From an optimization exercise on the open Yosys and OpenROAD flow, aimed at a short achievable clock period and few clock cycles; shortcuts taken in it are not production practice.
RTL that was checked went through simulation tests only; none was proved equivalent to the original.
The flow treats the clock pin as an ideal source. Dropping or thinning the clock tree relies on that and would not hold on a real chip.
Power is estimated from default activity; no workload was simulated.

// cm0_dbgctl
module cm0_dbgctl #(
    parameter integer P_POLL_LIMIT = 100
) (
    input  wire        clk,
    input  wire        rst,            
    input  wire        cmd_valid,
    output wire        cmd_ready,
    input  wire [31:0] cmd_word,
    input  wire [31:0] cmd_arg,
    output reg         resp_valid,
    output reg  [2:0]  resp_status,
    output reg  [31:0] resp_data,
    output reg  [7:0]  resp_err,
    output wire        bus_req,
    output wire        bus_we,
    output wire [31:0] bus_addr,
    output wire [31:0] bus_wdata,
    input  wire        bus_ack,
    input  wire [31:0] bus_rdata,
    input  wire        bus_err,
    input  wire [7:0]  bus_err_code
);
Size: ~640 cells after synthesis, ~160 flip-flops, ~220 I/O pins, about 6800 µm² of cells after synthesis.
==> flow/config.mk <==
export PLATFORM = sky130hd
export DESIGN_NAME = cm0_dbgctl
export DESIGN_NICKNAME = cm0_dbgctl
export VERILOG_FILES = /design/flow/design.v
export SDC_FILE = /design/flow/constraint.sdc
export NUM_CORES = 4
export LEC_CHECK = 0
export CAP_MARGIN = 20
export CORE_MARGIN = 2
export CORE_UTILIZATION = 40
export SETUP_SLACK_MARGIN = 3.3
export SLEW_MARGIN = 20
==> flow/constraint.sdc <==
create_clock -name core_clock -period 5.0 [get_ports {clk}]
set_input_delay 1.0000 -clock core_clock [delete_from_list [all_inputs] [get_ports {clk}]]
set_output_delay 1.0000 -clock core_clock [all_outputs]
set_load 0.01 [all_outputs]
standard.sh (not shown) runs the stock make flow with config.mk's settings and CLKGATE_MAP_FILE= SYNTH_SCRIPT=/design/flow/synth_recipe.tcl, a recipe that flattens the netlist after the stock synthesis.
==> flow/flow/run.sh <==
#!/bin/bash
# Layout flow: the standard synthesis unchanged, then the standard ORFS
# steps with port buffers that the resizer may size freely and a two-level
# hand-built clock tree (flow/cts_hook.tcl).
set -euo pipefail
W="$(pwd)"
F="$W/flow"
bash "$W/standard.sh" synth > "$W/make_synth.log" 2>&1
bash "$W/standard.sh" \
    MATCH_CELL_FOOTPRINT=0 \
    "BUFFER_PORTS_ARGS=-buffer_cell sky130_fd_sc_hd__buf_4" \
    "PRE_CTS_TCL=$F/cts_hook.tcl" \
    finish > "$W/make_layout.log" 2>&1
Other scripts of this flow, unchanged in this note and not shown: flow/flow/cts_hook.tcl, flow/flow/cts_tree.tcl
The baseline ran to the end with no violations.
Testbench counts at the start, summed over its fixed seeds: cycles 273,952.
Change:
--- a/flow/design.v
+++ b/flow/design.v
@@ -202,17 +202,22 @@
             {we_q, a2_q, a3_q, ae_q, poll_q, pbit_q, rd8_q, rdbp_q, bpo_q} <= 9'd0;
         end else if (!run_q) begin
             {we_q, a2_q, a3_q, ae_q, poll_q, pbit_q, rd8_q, rdbp_q, bpo_q} <= step(c_op, 3'd0);
         end else if (good) begin
             {we_q, a2_q, a3_q, ae_q, poll_q, pbit_q, rd8_q, rdbp_q, bpo_q} <= q1[SW-2:0];
         end
     end
     always @(posedge clk) begin
-        if (!run_q) begin
+        if (rst) begin
+            q1 <= S_NONE;
+            q2 <= S_NONE;
+            q3 <= S_NONE;
+            q4 <= S_NONE;
+        end else if (!run_q) begin
             q1 <= step(c_op, 3'd1);
             q2 <= step(c_op, 3'd2);
             q3 <= step(c_op, 3'd3);
             q4 <= step(c_op, 3'd4);
         end else if (good) begin
             q1 <= q2;
             q2 <= q3;
             q3 <= q4;
Sequential power stays flat.
Cell area climbs by 0.98%.
Synthesized cell count went up by 6.9%.
Worst setup slack loses 0.37 ns.
Global-route usage drops by 0.66 points.
Critical path depth came out higher by 1.
Wire length drops by 2.5%.
Register-to-register slack hardly moves.
Sequential share of layout area goes down by 1.2 points.
Final cell count climbs by 3.8%.
For the second run of this note, only the layout was checked, not whether the RTL still works. In every run of this note, the design's own scripts or RTL, not TritonCTS, make the clock network.


Setup of run a:
The RTL this note starts from:
==> flow/design.v <==
module cm0_dbgctl #(
    parameter integer P_POLL_LIMIT = 100
) (
    input  wire        clk,
    input  wire        rst,            
    input  wire        cmd_valid,
    output wire        cmd_ready,
    input  wire [31:0] cmd_word,
    input  wire [31:0] cmd_arg,
    output reg         resp_valid,
    output reg  [2:0]  resp_status,
    output reg  [31:0] resp_data,
    output reg  [7:0]  resp_err,
    output wire        bus_req,
    output wire        bus_we,
    output wire [31:0] bus_addr,
    output wire [31:0] bus_wdata,
    input  wire        bus_ack,
    input  wire [31:0] bus_rdata,
    input  wire        bus_err,
    input  wire [7:0]  bus_err_code
);
    localparam [2:0] ST_OK          = 3'd0;
    localparam [2:0] ST_TIMEOUT     = 3'd1;
    localparam [2:0] ST_TRANSPORT   = 3'd2;
    localparam [2:0] ST_UNSUPPORTED = 3'd3;
    localparam [2:0] ST_ILLEGAL     = 3'd4;
    localparam [3:0] OP_RDREG    = 4'h1;
    localparam [3:0] OP_WRREG    = 4'h2;
    localparam [3:0] OP_HALT     = 4'h3;
    localparam [3:0] OP_RUN      = 4'h4;
    localparam [3:0] OP_STEP     = 4'h5;
    localparam [3:0] OP_WAITH    = 4'h6;
    localparam [3:0] OP_BPUNITS  = 4'h7;
    localparam [3:0] OP_BPEN     = 4'h8;
    localparam [3:0] OP_SETBP    = 4'h9;
    localparam [3:0] OP_ENBP     = 4'hA;
    localparam [3:0] OP_DISBP    = 4'hB;
    localparam [3:0] OP_BASICREG = 4'hC;
    localparam [9:0] S_NONE  = 10'b0_0_0_0_0_0_0_0_0_0;
    localparam [9:0] S_WSEL  = 10'b1_1_1_0_1_0_0_0_0_0;    
    localparam [9:0] S_WDAT  = 10'b1_1_0_1_1_0_0_0_0_0;    
    localparam [9:0] S_WCTL  = 10'b1_1_0_0_1_0_0_0_0_0;    
    localparam [9:0] S_RDAT  = 10'b1_0_0_1_1_0_0_1_0_0;    
    localparam [9:0] S_P16   = 10'b1_0_0_0_1_1_0_0_0_0;    
    localparam [9:0] S_P17   = 10'b1_0_0_0_1_1_1_0_0_0;    
    localparam [9:0] S_RBP   = 10'b1_0_0_0_0_0_0_0_1_0;    
    localparam [9:0] S_P16B  = 10'b1_0_0_0_1_1_0_0_0_1;    
    localparam [9:0] S_WBP   = 10'b1_1_0_0_0_0_0_0_0_0;    
    localparam [9:0] S_WCMP  = 10'b1_1_0_1_0_0_0_0_0_0;    
    function [9:0] step;
        input [3:0] op;
        input [2:0] i;
        begin
            step = S_NONE;
            case (op)
                OP_RDREG: case (i)
                    3'd0: step = S_WSEL;
                    3'd1: step = S_P16;
                    3'd2: step = S_RDAT;
                    default: step = S_NONE;
                endcase
                OP_WRREG: case (i)
                    3'd0: step = S_WSEL;
                    3'd1: step = S_P16;
                    3'd2: step = S_WDAT;
                    3'd3: step = S_P16;
                    default: step = S_NONE;
                endcase
                OP_HALT: case (i)
                    3'd0: step = S_WCTL;
                    3'd1: step = S_WSEL;
                    3'd2: step = S_P16;
                    3'd3: step = S_RDAT;
                    default: step = S_NONE;
                endcase
                OP_RUN: case (i)
                    3'd0: step = S_WCTL;
                    default: step = S_NONE;
                endcase
                OP_STEP: case (i)
                    3'd0: step = S_WCTL;
                    3'd1: step = S_P17;
                    3'd2: step = S_WSEL;
                    3'd3: step = S_P16;
                    3'd4: step = S_RDAT;
                    default: step = S_NONE;
                endcase
                OP_WAITH: case (i)
                    3'd0: step = S_P17;
                    default: step = S_NONE;
                endcase
                OP_BPUNITS: case (i)
                    3'd0: step = S_RBP;
                    3'd1: step = S_P16B;
                    default: step = S_NONE;
                endcase
                OP_BPEN: case (i)
                    3'd0: step = S_WBP;
                    3'd1: step = S_P17;
                    default: step = S_NONE;
                endcase
                OP_SETBP: case (i)
                    3'd0: step = S_WCMP;
                    3'd1: step = S_P17;
                    default: step = S_NONE;
                endcase
                default: step = S_NONE;
            endcase
        end
    endfunction
    reg        ready_q;        
    reg        req_q;          
    reg        we_q, a2_q, a3_q, ae_q;           
    reg        poll_q, pbit_q, rd8_q, rdbp_q, bpo_q;
    reg        last_q;         
    reg [3:0]  op_q;           
    reg [2:0]  idx_q;          
    reg [6:0]  cnt_q;          
    reg        tc_q;           
    reg [31:0] wd_q;           
    reg [31:0] wd2_q;          
    reg [3:0]  bpl_q;          
    assign cmd_ready = ready_q;
    assign bus_req   = req_q;
    assign bus_we    = we_q;
    assign bus_addr  = {16'hE000, ae_q, ae_q, 1'b1, 1'b0, ae_q, ae_q, 1'b0, ae_q,
                        ae_q, ae_q, ae_q, ae_q, a3_q, a2_q, 2'b00};
    assign bus_wdata = wd_q;
    wire [3:0] c_op  = cmd_word[3:0];
    wire [4:0] c_reg = cmd_word[8:4];
    wire       c_en  = cmd_word[12];
    wire [2:0] c_sel = cmd_word[18:16];
    wire z_31_19 = (cmd_word[31:19] == 13'd0);
    wire z_18_16 = (cmd_word[18:16] == 3'd0);
    wire z_15_13 = (cmd_word[15:13] == 3'd0);
    wire z_12    = !cmd_word[12];
    wire z_11_9  = (cmd_word[11:9] == 3'd0);
    wire z_8_4   = (cmd_word[8:4] == 5'd0);
    wire z_31_13 = z_31_19 && z_18_16 && z_15_13;
    reg c_legal;
    always @(*) begin
        case (c_op)
            OP_RDREG, OP_WRREG:          c_legal = z_31_13 && z_12 && z_11_9;
            OP_BPEN:                     c_legal = z_31_13 && z_11_9 && z_8_4;
            OP_BASICREG:                 c_legal = z_31_19 && z_15_13 && z_12 && z_11_9 && z_8_4;
            OP_HALT, OP_RUN, OP_STEP, OP_WAITH, OP_BPUNITS,
            OP_SETBP, OP_ENBP, OP_DISBP: c_legal = z_31_13 && z_12 && z_11_9 && z_8_4;
            default:                     c_legal = 1'b0;
        endcase
    end
    wire c_bus   = (c_op >= OP_RDREG) && (c_op <= OP_SETBP);
    wire c_unsup = (c_op == OP_ENBP) || (c_op == OP_DISBP);
    wire c_start = c_legal && c_bus;           
    reg [31:0] c_wdata;        
    always @(*) begin
        case (c_op)
            OP_RDREG: c_wdata = {27'd0, c_reg};
            OP_WRREG: c_wdata = {15'd0, 1'b1, 11'd0, c_reg};
            OP_HALT:  c_wdata = 32'hA05F_0003;
            OP_STEP:  c_wdata = 32'hA05F_000D;
            OP_BPEN:  c_wdata = {30'd0, 1'b1, c_en};
            OP_SETBP: c_wdata = 32'hC000_0001 | (cmd_arg & 32'h1FFF_FFFC);
            default:  c_wdata = 32'hA05F_0000;
        endcase
    end
    reg [3:0] c_basic;
    always @(*) begin
        case (c_sel)
            3'd0: c_basic = 4'd0;
            3'd1: c_basic = 4'd1;
            3'd2: c_basic = 4'd2;
            3'd3: c_basic = 4'd3;
            3'd4: c_basic = 4'd9;
            3'd5: c_basic = 4'd15;
            3'd6: c_basic = 4'd14;
            default: c_basic = 4'd13;
        endcase
    end
    wire [9:0] c_first  = step(c_op, 3'd0);
    wire [9:0] c_second = step(c_op, 3'd1);
    wire bit_seen = pbit_q ? bus_rdata[17] : bus_rdata[16];
    wire good     = bus_ack && !bus_err && (!poll_q || bit_seen);    
    wire fin      = bus_ack && (bus_err || (poll_q && !bit_seen && tc_q) ||
                                ((!poll_q || bit_seen) && last_q));
    wire [2:0] n_idx  = idx_q + 3'd1;
    wire [9:0] n_step = step(op_q, n_idx);
    wire [9:0] n_next = step(op_q, idx_q + 3'd2);
    always @(posedge clk) begin
        if (rst) begin
            ready_q    <= 1'b1;
            req_q      <= 1'b0;
            resp_valid <= 1'b0;
        end else if (ready_q) begin
            if (cmd_valid) begin
                ready_q    <= !c_start;
                req_q      <= c_start;
                resp_valid <= !c_start;
            end
        end else begin
            ready_q    <= fin;
            req_q      <= !fin;
            resp_valid <= fin;
        end
    end
    always @(posedge clk) begin
        if (ready_q) begin
            {we_q, a2_q, a3_q, ae_q, poll_q, pbit_q, rd8_q, rdbp_q, bpo_q} <= c_first[8:0];
            last_q <= !c_second[9];
            op_q   <= c_op;
            idx_q  <= 3'd0;
            wd_q   <= c_wdata;
            wd2_q  <= (c_op == OP_WRREG) ? cmd_arg : 32'h0000_000F;
        end else begin
            if (good) begin
                {we_q, a2_q, a3_q, ae_q, poll_q, pbit_q, rd8_q, rdbp_q, bpo_q} <= n_step[8:0];
                last_q <= !n_next[9];
                idx_q  <= n_idx;
            end
            if (bus_ack)
                wd_q <= wd2_q;
        end
    end
    always @(posedge clk) begin
        if (ready_q || good) begin
            cnt_q <= 7'd0;
            tc_q  <= 1'b0;
        end else if (bus_ack) begin
            cnt_q <= cnt_q + 7'd1;
            tc_q  <= (cnt_q == P_POLL_LIMIT - 2);
        end
    end
    always @(posedge clk)
        if (rdbp_q)
            bpl_q <= bus_rdata[7:4];
    always @(posedge clk) begin
        if (ready_q) begin
            if (cmd_valid) begin
                resp_status <= !c_legal ? ST_ILLEGAL : (c_unsup ? ST_UNSUPPORTED : ST_OK);
                resp_data   <= {28'd0, (c_legal && c_op == OP_BASICREG) ? c_basic : 4'd0};
                resp_err    <= 8'd0;
            end
        end else begin
            resp_status <= {1'b0, bus_err, !bus_err && poll_q && !bit_seen};
            resp_err    <= bus_err ? bus_err_code : 8'd0;
            if (rd8_q && !bus_err)
                resp_data <= bus_rdata;
            else if (bpo_q && !bus_err && bit_seen)
                resp_data <= {28'd0, bpl_q};
            else
                resp_data <= 32'd0;
        end
    end
endmodule
export LEC_CHECK = 0
export CAP_MARGIN = 20
export CORE_MARGIN = 2
export CORE_UTILIZATION = 40
export SETUP_SLACK_MARGIN = 3.5
export SLEW_MARGIN = 20
export TNS_END_PERCENT = 100
create_clock -name core_clock -period 5.0 [get_ports {clk}]
run.sh (not shown) runs the stock make flow with config.mk's settings and CLKGATE_MAP_FILE= SYNTH_SCRIPT=/design/flow/synth_recipe.tcl, a recipe that flattens the netlist after the stock synthesis.
Stock flow here: none of the scripts above is used.
Changes in run b relative to run a:
--- a/flow/design.v
+++ b/flow/design.v
@@ -182,12 +182,15 @@
     wire bit_seen = pbit_q ? bus_rdata[17] : bus_rdata[16];
     wire good     = bus_ack && !bus_err && (!poll_q || bit_seen);    
     wire fin      = bus_ack && (bus_err || (poll_q && !bit_seen && tc_q) ||
                                 ((!poll_q || bit_seen) && last_q));
     wire [2:0] n_idx  = idx_q + 3'd1;
-    wire [9:0] n_step = step(op_q, n_idx);
+    wire [9:0] h_step = step(op_q, idx_q);           
+    wire [9:0] n_step = step(op_q, n_idx);           
     wire [9:0] n_next = step(op_q, idx_q + 3'd2);
+    wire [9:0] d_step = ready_q ? c_first  : (good ? n_step : h_step);
+    wire       d_last = ready_q ? !c_second[9] : (good ? !n_next[9] : last_q);
     always @(posedge clk) begin
         if (rst) begin
             ready_q    <= 1'b1;
             req_q      <= 1'b0;
             resp_valid <= 1'b0;
@@ -202,26 +205,29 @@
             req_q      <= !fin;
             resp_valid <= fin;
         end
     end
     always @(posedge clk) begin
+        {we_q, a2_q, a3_q, ae_q, poll_q, pbit_q, rd8_q, rdbp_q, bpo_q} <= d_step[8:0];
+        last_q <= d_last;
+    end
+    always @(posedge clk) begin
         if (ready_q) begin
-            {we_q, a2_q, a3_q, ae_q, poll_q, pbit_q, rd8_q, rdbp_q, bpo_q} <= c_first[8:0];
-            last_q <= !c_second[9];
             op_q   <= c_op;
             idx_q  <= 3'd0;
-            wd_q   <= c_wdata;
             wd2_q  <= (c_op == OP_WRREG) ? cmd_arg : 32'h0000_000F;
-        end else begin
-            if (good) begin
-                {we_q, a2_q, a3_q, ae_q, poll_q, pbit_q, rd8_q, rdbp_q, bpo_q} <= n_step[8:0];
-                last_q <= !n_next[9];
-                idx_q  <= n_idx;
-            end
-            if (bus_ack)
-                wd_q <= wd2_q;
-        end
+        end else if (good) begin
+            idx_q  <= n_idx;
+        end
+    end
+    always @(posedge clk) begin
+        if (rst)
+            wd_q <= 32'd0;
+        else if (ready_q)
+            wd_q <= c_wdata;
+        else if (bus_ack)
+            wd_q <= wd2_q;
     end
     always @(posedge clk) begin
         if (ready_q || good) begin
             cnt_q <= 7'd0;
             tc_q  <= 1'b0;
@@ -232,11 +238,15 @@
     end
     always @(posedge clk)
         if (rdbp_q)
             bpl_q <= bus_rdata[7:4];
     always @(posedge clk) begin
-        if (ready_q) begin
+        if (rst) begin
+            resp_status <= ST_OK;
+            resp_data   <= 32'd0;
+            resp_err    <= 8'd0;
+        end else if (ready_q) begin
             if (cmd_valid) begin
                 resp_status <= !c_legal ? ST_ILLEGAL : (c_unsup ? ST_UNSUPPORTED : ST_OK);
                 resp_data   <= {28'd0, (c_legal && c_op == OP_BASICREG) ? c_basic : 4'd0};
                 resp_err    <= 8'd0;
             end
[summary]
- Run b against run a: time the final worst path needs with I/O delays and setup picked up an extra 0.51 ns, number of instances in the placed design increased by 187 relative to the old numbers, hold slack fell by 0.014 ns, share of the synthesized area in compound gates (AO/OA/AOI/OAI) saw an increase, XOR/XNOR share of the synthesized area decreased 0.25 points.
- The cell class with the largest area share comes out registers in one run and multi-input gates in the other, namely in run a and run b respectively.
- Sort run b and run a by routed wire length, descending, and run b comes first.
- A critical path capture point of resp_data[2]$_DFFE_PP_ is what run a shows, while ready_q$_SDFF_PP1_ belongs to run b.
- Run b vs run a, critical path's slowest cell: or4_4 vs or3_4
- Comparing run b and run a, share of the cycle needed by the critical path after routing is lower on run a.
No functional check of the RTL was part of any run of this note.

[separate check: timing with driven ports]
The results above use ideal ports. As a check the final layouts listed here were re-extracted and re-timed, cells and wires unchanged. Step 1 sets driving cells, clkbuf_16 on the clock port and buf_2 on the other inputs (assumed; they add their load-dependent delay and slew). Step 2, shift: input delay + t, output delay - t, t = (earliest + latest rising clock arrival at the registers) / 2. This alone moves slack from input paths to output paths. Slacks: ideal ports / drivers / drivers and shift; pairs: ideal ports / drivers.
| run | t, ns | setup WS [ns] | worst setup path at the end |
|---|---|---|---|
| the first run of note 1 | 0.361 | 3.111 / 3.052 / 2.691 | input to register |
| the second run of note 1 | 0.365 | 2.740 / 2.800 / 2.434 | input to register |
| run a | 0.457 | 2.865 / 2.857 / 2.400 | input to register |
| run b | 0.465 | 2.353 / 2.366 / 1.901 | input to register |
After both steps every run listed still meets setup and hold. The setup slack of run a, which loses most, moves by -0.008 ns with the drivers and by -0.465 ns with both steps.
